Source: an optimization exercise on an open RTL-to-GDS flow (aim: small area). Production flows keep margins and buffers that such runs may drop.
The RTL of this run was laid out without a check of its function.
Power figures rest on the tool's default switching activity, not on a simulated workload.

$ cat design/flow/design.v
module ppv2p (
    input  wire         clk,
    input  wire         rst,         
    input  wire         clr,         
    input  wire         cfg_we,
    input  wire [1:0]   cfg_wdata,
    input  wire         timeout,
    input  wire         in_err,
    input  wire         in_valid,
    input  wire [7:0]   in_data,
    input  wire         in_eof,
    output wire         in_ready,
    output wire [1:0]   st_q,
    output wire         done,
    output wire         rejected,
    output wire         res_valid,
    output wire [3:0]   err_q,
    output wire         io_cause_q,
    output wire [1:0]   disp,
    output wire [1:0]   cfg_q,
    output wire [16:0]  pos,
    output wire [3:0]   hdr_version,
    output wire [3:0]   hdr_command,
    output wire [3:0]   hdr_family,
    output wire [3:0]   hdr_protocol,
    output wire [15:0]  hdr_alen,
    output wire [127:0] src_ip,
    output wire [127:0] dst_ip,
    output wire [15:0]  src_port,
    output wire [15:0]  dst_port
);
    localparam [1:0] AWAIT_HDR  = 2'd0;
    localparam [1:0] AWAIT_ADDR = 2'd1;
    localparam [1:0] DONE       = 2'd2;
    localparam [1:0] REJECTED   = 2'd3;
    localparam [3:0] E_NONE       = 4'd0;
    localparam [3:0] E_INC_HDR    = 4'd1;
    localparam [3:0] E_INC_ADDR   = 4'd2;
    localparam [3:0] E_SIGNATURE  = 4'd3;
    localparam [3:0] E_VERSION    = 4'd4;
    localparam [3:0] E_COMMAND    = 4'd5;
    localparam [3:0] E_FAMILY     = 4'd6;
    localparam [3:0] E_TRUNCATED  = 4'd7;
    localparam [3:0] E_TIMEOUT    = 4'd8;
    localparam [95:0] SIG = 96'h0D0A0D0A000D0A51524F540A;
    reg [1:0]  st;
    reg [4:0]  hcnt;
    reg [15:0] acnt;
    reg [7:0]  hbuf [0:15];
    reg [7:0]  abuf [0:35];
    reg [3:0]  err;
    reg        io_cause;
    reg [1:0]  cfg;
    integer i;
    wire waiting  = (st == AWAIT_HDR) || (st == AWAIT_ADDR);
    wire ev_clr   = clr;
    wire ev_tmo   = !clr && timeout;
    wire ev_ioerr = !clr && !timeout && in_err;
    wire ev_byte  = !clr && !timeout && !in_err && in_valid && waiting;
    wire ev_eof   = !clr && !timeout && !in_err && !(in_valid && waiting) && in_eof;
    reg [7:0] hb [0:15];
    always @(*) begin
        for (i = 0; i < 16; i = i + 1)
            hb[i] = hbuf[i];
        hb[15] = in_data;
    end
    wire [95:0] sig_bytes = {hb[0], hb[1], hb[2],  hb[3],  hb[4],  hb[5],
                             hb[6], hb[7], hb[8],  hb[9],  hb[10], hb[11]};
    wire        sig_ok    = (sig_bytes == SIG);
    wire [3:0]  h_version = hb[12][7:4];
    wire [3:0]  h_command = hb[12][3:0];
    wire [3:0]  h_family  = hb[13][7:4];
    wire [15:0] h_alen    = {hb[14], hb[15]};
    reg [3:0] hdr_err;       
    always @(*) begin
        if (!sig_ok)
            hdr_err = E_SIGNATURE;
        else if (h_version != 4'd2)
            hdr_err = E_VERSION;
        else if (h_command != 4'd1)
            hdr_err = E_COMMAND;
        else if (h_family != 4'd1 && h_family != 4'd2)
            hdr_err = E_FAMILY;
        else if (h_alen == 16'd0)
            hdr_err = E_TRUNCATED;
        else
            hdr_err = E_NONE;
    end
    wire [3:0]  fam       = hbuf[13][7:4];
    wire [15:0] alen      = {hbuf[14], hbuf[15]};
    wire [15:0] acnt_next = acnt + 16'd1;
    wire        last_addr = (acnt_next == alen);
    wire        alen_ok   = (fam == 4'd1) ? (alen >= 16'd12) :
                            (fam == 4'd2) ? (alen >= 16'd36) : 1'b0;
    always @(posedge clk) begin
        if (rst) begin
            st       <= AWAIT_HDR;
            hcnt     <= 5'd0;
            acnt     <= 16'd0;
            err      <= E_NONE;
            io_cause <= 1'b0;
            cfg      <= 2'b00;
            for (i = 0; i < 16; i = i + 1) hbuf[i] <= 8'd0;
            for (i = 0; i < 36; i = i + 1) abuf[i] <= 8'd0;
        end else begin
            if (cfg_we)
                cfg <= cfg_wdata;
            if (ev_clr) begin
                st       <= AWAIT_HDR;
                hcnt     <= 5'd0;
                acnt     <= 16'd0;
                err      <= E_NONE;
                io_cause <= 1'b0;
                for (i = 0; i < 16; i = i + 1) hbuf[i] <= 8'd0;
                for (i = 0; i < 36; i = i + 1) abuf[i] <= 8'd0;
            end else if (ev_tmo) begin
                if (waiting) begin
                    st  <= REJECTED;
                    err <= E_TIMEOUT;
                end
            end else if (ev_ioerr) begin
                if (waiting) begin
                    st       <= REJECTED;
                    err      <= (st == AWAIT_HDR) ? E_INC_HDR : E_INC_ADDR;
                    io_cause <= 1'b1;
                end
            end else if (ev_byte) begin
                if (st == AWAIT_HDR) begin
                    hbuf[hcnt[3:0]] <= in_data;
                    hcnt            <= hcnt + 5'd1;
                    if (hcnt == 5'd15) begin
                        if (hdr_err == E_NONE) begin
                            st <= AWAIT_ADDR;
                        end else begin
                            st  <= REJECTED;
                            err <= hdr_err;
                        end
                    end
                end else begin
                    if (acnt < 16'd36)
                        abuf[acnt[5:0]] <= in_data;
                    acnt <= acnt_next;
                    if (last_addr) begin
                        if (alen_ok) begin
                            st <= DONE;
                        end else begin
                            st  <= REJECTED;
                            err <= E_TRUNCATED;
                        end
                    end
                end
            end else if (ev_eof) begin
                if (waiting) begin
                    st  <= REJECTED;
                    err <= (st == AWAIT_HDR) ? E_INC_HDR : E_INC_ADDR;
                end
            end
        end
    end
    wire is_done = (st == DONE);
    wire is_rej  = (st == REJECTED);
    assign in_ready   = waiting;
    assign st_q       = st;
    assign done       = is_done;
    assign rejected   = is_rej;
    assign res_valid  = is_done;
    assign err_q      = err;
    assign io_cause_q = io_cause;
    assign cfg_q      = cfg;
    assign pos        = {12'd0, hcnt} + {1'b0, acnt};
    assign disp = waiting                                 ? 2'd0 :
                  is_done                                 ? 2'd1 :
                  (err == E_SIGNATURE && cfg[0])          ? 2'd3 :
                  (err == E_COMMAND   && cfg[1])          ? 2'd3 :
                                                            2'd2;
    assign hdr_version  = is_done ? hbuf[12][7:4] : 4'd0;
    assign hdr_command  = is_done ? hbuf[12][3:0] : 4'd0;
    assign hdr_family   = is_done ? hbuf[13][7:4] : 4'd0;
    assign hdr_protocol = is_done ? hbuf[13][3:0] : 4'd0;
    assign hdr_alen     = is_done ? alen          : 16'd0;
    wire ep4 = is_done && (fam == 4'd1);
    wire ep6 = is_done && (fam == 4'd2);
    assign src_ip = ep4 ? {96'd0, abuf[0], abuf[1], abuf[2], abuf[3]} :
                    ep6 ? {abuf[0],  abuf[1],  abuf[2],  abuf[3],
                           abuf[4],  abuf[5],  abuf[6],  abuf[7],
                           abuf[8],  abuf[9],  abuf[10], abuf[11],
                           abuf[12], abuf[13], abuf[14], abuf[15]} : 128'd0;
    assign dst_ip = ep4 ? {96'd0, abuf[4], abuf[5], abuf[6], abuf[7]} :
                    ep6 ? {abuf[16], abuf[17], abuf[18], abuf[19],
                           abuf[20], abuf[21], abuf[22], abuf[23],
                           abuf[24], abuf[25], abuf[26], abuf[27],
                           abuf[28], abuf[29], abuf[30], abuf[31]} : 128'd0;
    assign src_port = ep4 ? {abuf[8],  abuf[9]}  :
                      ep6 ? {abuf[32], abuf[33]} : 16'd0;
    assign dst_port = ep4 ? {abuf[10], abuf[11]} :
                      ep6 ? {abuf[34], abuf[35]} : 16'd0;
endmodule
$ cat design/flow/run.sh
#!/bin/bash
# synth_recipe.tcl (not shown) runs the flow's synth.tcl, then flattens the netlist and writes it again
# the make line also repeats each setting of config.mk as NAME=value (left out here)
make -C /OpenROAD-flow-scripts/flow DESIGN_CONFIG=/design/flow/config.mk WORK_HOME=/design/flow/orfs CLKGATE_MAP_FILE= SYNTH_SCRIPT=/design/flow/synth_recipe.tcl finish
$ cat design/flow/config.mk
export PLATFORM = sky130hd
export DESIGN_NAME = ppv2p
export DESIGN_NICKNAME = ppv2p
export VERILOG_FILES = /design/flow/design.v
export SDC_FILE = /design/flow/constraint.sdc
export NUM_CORES = 4
export LEC_CHECK = 0
export CAP_MARGIN = 20
export CORE_MARGIN = 2
export CORE_UTILIZATION = 40
export SLEW_MARGIN = 20
$ cat design/flow/constraint.sdc
create_clock -name core_clock -period 6.0 [get_ports {clk}]
set_input_delay 1.2000 -clock core_clock [delete_from_list [all_inputs] [get_ports {clk}]]
set_output_delay 1.2000 -clock core_clock [all_outputs]
set_load 0.01 [all_outputs]
==> results.py <==
metrics = {
    "routing": {
        "ant_nets": 0,
        "drc": 0,
        "wl_per_cell_um": 21.76,
        "wl_met2_um": 29560,
        "viasPerCell": 5.163,
        "dr_total_vias": 14708,
        "first_iter_violations": 1145,
        "dr.max_layer_used": "met4",
        "drt-met1-wl_um": 27760,
        "first_pass_iters": 5,
        "routed_wirelength_um": 62000,
        "wl_met3_um": 3565,
    },
    "pwr": {
        "peakVddDrop_mv": 0.1922,
        "power.total_mw": 6.876,
        "leakage_nw": 10.20,
        "p_per_area_mw_per_mm2": 251.5,
    },
    "worst_hold_path": {
        "hold_start": "io_cause",
        "min_to": "io_cause",
        "worstHoldPathCells": 2,
        "worstHoldPathType": "reg -> reg",
    },
    "cells_and_area": {
        "drive_gt1_share_pct": 6.528,
        "area_growth_pct": 28.28,
        "seqCellArea_mm2": 0.01309,
        "layout.nets": 2154,
        "fill_cells": 4518,
        "fin_area_mm2": 0.02734,
        "multi_input_area_mm2": 0.007666,
    },
    "die": {
        "rows": 84,
        "die_x_um": 234.8,
        "io_pins": 370,
        "start_util_pct": 40.48,
        "die-area_mm2": 0.05515,
        "core_area_mm2": 0.05266,
        "die_height_um": 234.8,
    },
    "critical_path": {
        "r2r-start": "st[0]",
        "crit_path_start_kind": "flip-flop",
        "cp.required_ps": 4800,
        "crit_path_end_kind": "output port",
        "worstSetupPathType": "reg -> out",
        "r2r_end": "hbuf[3][0]",
        "ff2ff_path_depth": 6,
        "crit_path_max_fanout": 174,
        "r2r_slack_ps": 2210,
        "crit_arrival_ps": 3750,
    },
    "yosys": {
        "ys_ff_latch": 446,
        "synth_cell_types": 60,
        "synth_area_leaders": "edfxtp_1, and2_1, a22o_1",
        "synthesis.area_mm2": 0.02132,
        "synthArstFlopShare_pct": 0,
        "ys_seq_area_share_pct": 61.42,
        "netlist.area_leader.share_pct": 58.61,
        "syn-num-nets": 1810,
        "synth_area_leader_cell": "edfxtp_1",
        "ys.flop_type": "edfxtp_1",
        "syn_inst": 1780,
        "synth_edf_count": 416,
        "ys_warn_count": 2,
        "postSynthAreaPerCell_um2": 11.97,
    },
    "sta": {
        "setup_viol": 0,
        "fmax_mhz": 202.0,
        "relSlewSlack_pct": 32.15,
        "hold_viol_final": 0,
        "rsz0062_at_grt": "no",
        "skew_ps": 19.64,
        "worst_pin_slew_ps": 1007,
        "slew_violations": 0,
        "final.period_utilization_pct": 82.50,
        "period_minus_slack_ps": 4950,
        "fin_setup_tns_ps": 0,
    },
    "clock_tree": {
        "cts_setup_buffers": 0,
        "root_buffer": "clkbuf_16",
        "htreeDepth": 2,
        "cts_resized": 0,
        "clk_latency_ps": 590,
        "clock_sinks": 446,
        "cts_buffers": 48,
        "hold_buffers": 0,
        "tritoncts": "done",
        "cts_buffer_depth": 3,
        "clk_pin_slew_worst_paths_ps": 60,
    },
    "global_route": {
        "antenna_found_initial": 0,
        "grt_start_max_net_pins": 175,
        "grt-ovfl-total": 0,
        "grt_pass1_vias": 14442,
        "grtUsageTotal_pct": 21.94,
        "grt_pass1_wl_um": 92360,
    },
    "place": {
        "place_area_mm2": 0.02577,
        "gp_congestion": 0.8387,
        "dpl.hpwl_um": 41090,
        "io_buffers": 369,
    },
    "run": {
        "maxCapViolCount": 0,
    },
    "status": {
        "status": "finished clean",
    },
}
==> cell usage in the layout (no fill, tap or decap), types with 4 or more instances in the layout <==
cell             count
a21oi_1             15
a22o_1              96
and2_1             608
and3_1              34
buf_2                9
buf_4               51
bufinv_16            7
clkbuf_1            11
clkbuf_16           49
clkdlybuf4s50_1    361
clkinv_1            12
clkinv_2             4
dfxtp_1             30
edfxtp_1           416
ha_1                11
inv_1               14
mux2i_1              8
nand2_1             49
nand2b_1             6
nand3_1             11
nand3b_1             7
nand4_1             20
nor2_1             102
nor3_1              16
nor4_1              15
nor4b_1             19
nor4bb_1             4
o211ai_1             4
o21ai_0             46
o21ai_1             11
or3_1                8
xnor2_1             37
xor2_1              17
==> synthesized netlist by cell type, types with 2 or more instances <==
cell      number
and3_1        34
a211oi_1       2
nand3b_1       7
and2_1       608
nand4_1       20
inv_1         14
nor3b_1        2
nand4b_1       3
a21o_1         2
nor3_1        17
and4b_1        3
nand2b_1       6
o21bai_1       2
xor2_1        17
edfxtp_1     416
xnor2_1       37
a22o_1        96
clkbuf_1     112
buf_2         10
a21oi_1       15
nor4b_1       20
and4_1         3
nand3_4        2
or3_1          8
dfxtp_1       30
o21ai_0       56
buf_1          2
buf_4          5
or3b_2         2
mux2i_1        8
nand3_1       11
ha_1          11
o22ai_1        2
o211ai_1       4
nand2_1       49
nor4bb_1       4
nor4_1        15
nor2_1       103
==> power breakdown <==
part | switching, mW | leakage [nW] | internal (mW) | total [mW]
Sequential | 0.0683 | 4.82 | 3.52 | 3.59
Combinational | 0.192 | 4.63 | 0.0894 | 0.281
Clock | 1.21 | 0.759 | 1.79 | 3.00
Total | 1.47 | 10.2 | 5.40 | 6.88
==> stage by stage <==
step	hold WS (ps)	setup slack (ps)	utilization [%]	std cells
after floorplan	494.8	2395	-	1780
after global placement	452.7	1351	48.93	2761
after detailed placement	473.2	1331	48.94	2761
after CTS	492.9	1105	51.92	2847
after global routing	525.0	870.2	51.92	2848
final	489.1	1050	51.93	2849
==> flip-flops by register name (all words and copies together), names as in the netlist <==
register  cells
abuf        288
acnt         16
st            2
io_cause      1
hcnt          5
err           4
cfg           2
hbuf        128
==> worst max path at each step <==
| stage | from | to | cells after the start |
|---|---|---|---|
| 2_1_floorplan | clr | abuf[11][0] | 7 |
| 3_3_place_gp | clr | abuf[21][0] | 8 |
| 3_5_place_dp | clr | abuf[18][0] | 8 |
| 4_1_cts | st[0] | src_ip[97] | 6 |
| 5_1_grt | st[0] | dst_port[0] | 6 |
| 6_report | st[0] | dst_port[6] | 6 |
==> area by class of cell <==
cell class	count	share of cell area (%)
sequential	446	47.88
timing repair buffer	424	15.00
clock inverter	26	1.098
multi-input combinational	1190	28.04
antenna	1	0.009152
clock buffer	60	4.635
inverter	14	0.1922
tap	688	3.148
==> kinds of logic after synthesis <==
group / after synthesis / synth area share (%)
XOR/XNOR: 54 / 2.219
adder cells (fa/ha/maj): 12 / 0.7396
AO/OA/AOI/OAI: 188 / 6.428
flip-flops: 446 / 61.42
buffers and inverters: 144 / 2.718
AND/OR/NAND/NOR: 928 / 26.10
multiplexers: 8 / 0.3757
==> metal layers <==
metal / up-vias / GRT usage (%)
li1: 6939 / -
met1: 7196 / 30.35
met2: 499 / 35.68
met3: 74 / 4.147
met4: 0 / 5.274
met5: - / 0
==> worst max-delay path, stage by stage, from the launching register on <==
cell,delay [ps]
dfxtp_1,450
inv_1,680
and3_1,300
and3b_4,280
buf_12,400
a22o_1,310
clkdlybuf4s50_1,570

## what the ideal ports hide
The results above use ideal ports. As a check the final layout listed here was re-extracted and re-timed, cells and wires unchanged.
Step 1 assumes that a clkbuf_16 drives the clock port and a buf_2 every other input.
Step 2 times the ports against the registers' clock, not the clock port: input delays grow and output delays shrink by t, the midpoint of the rising clock arrivals with the driver on.
a / b / c = ideal ports / drivers / drivers and shift; a / b = the first two.
shift t [ns]: 0.633
setup slack, ns: 1.050 / 0.995 / 1.321
worst hold slack (ns): 0.489 / 0.489 / 0.489
slew at the worst register clock pin (ns): 0.06 / 0.06
cell pins on the clock port's net: 1
After both steps setup and hold are still met in this run. For this run, drivers alone change the setup slack by -0.055 ns; drivers and shift together by +0.271 ns.
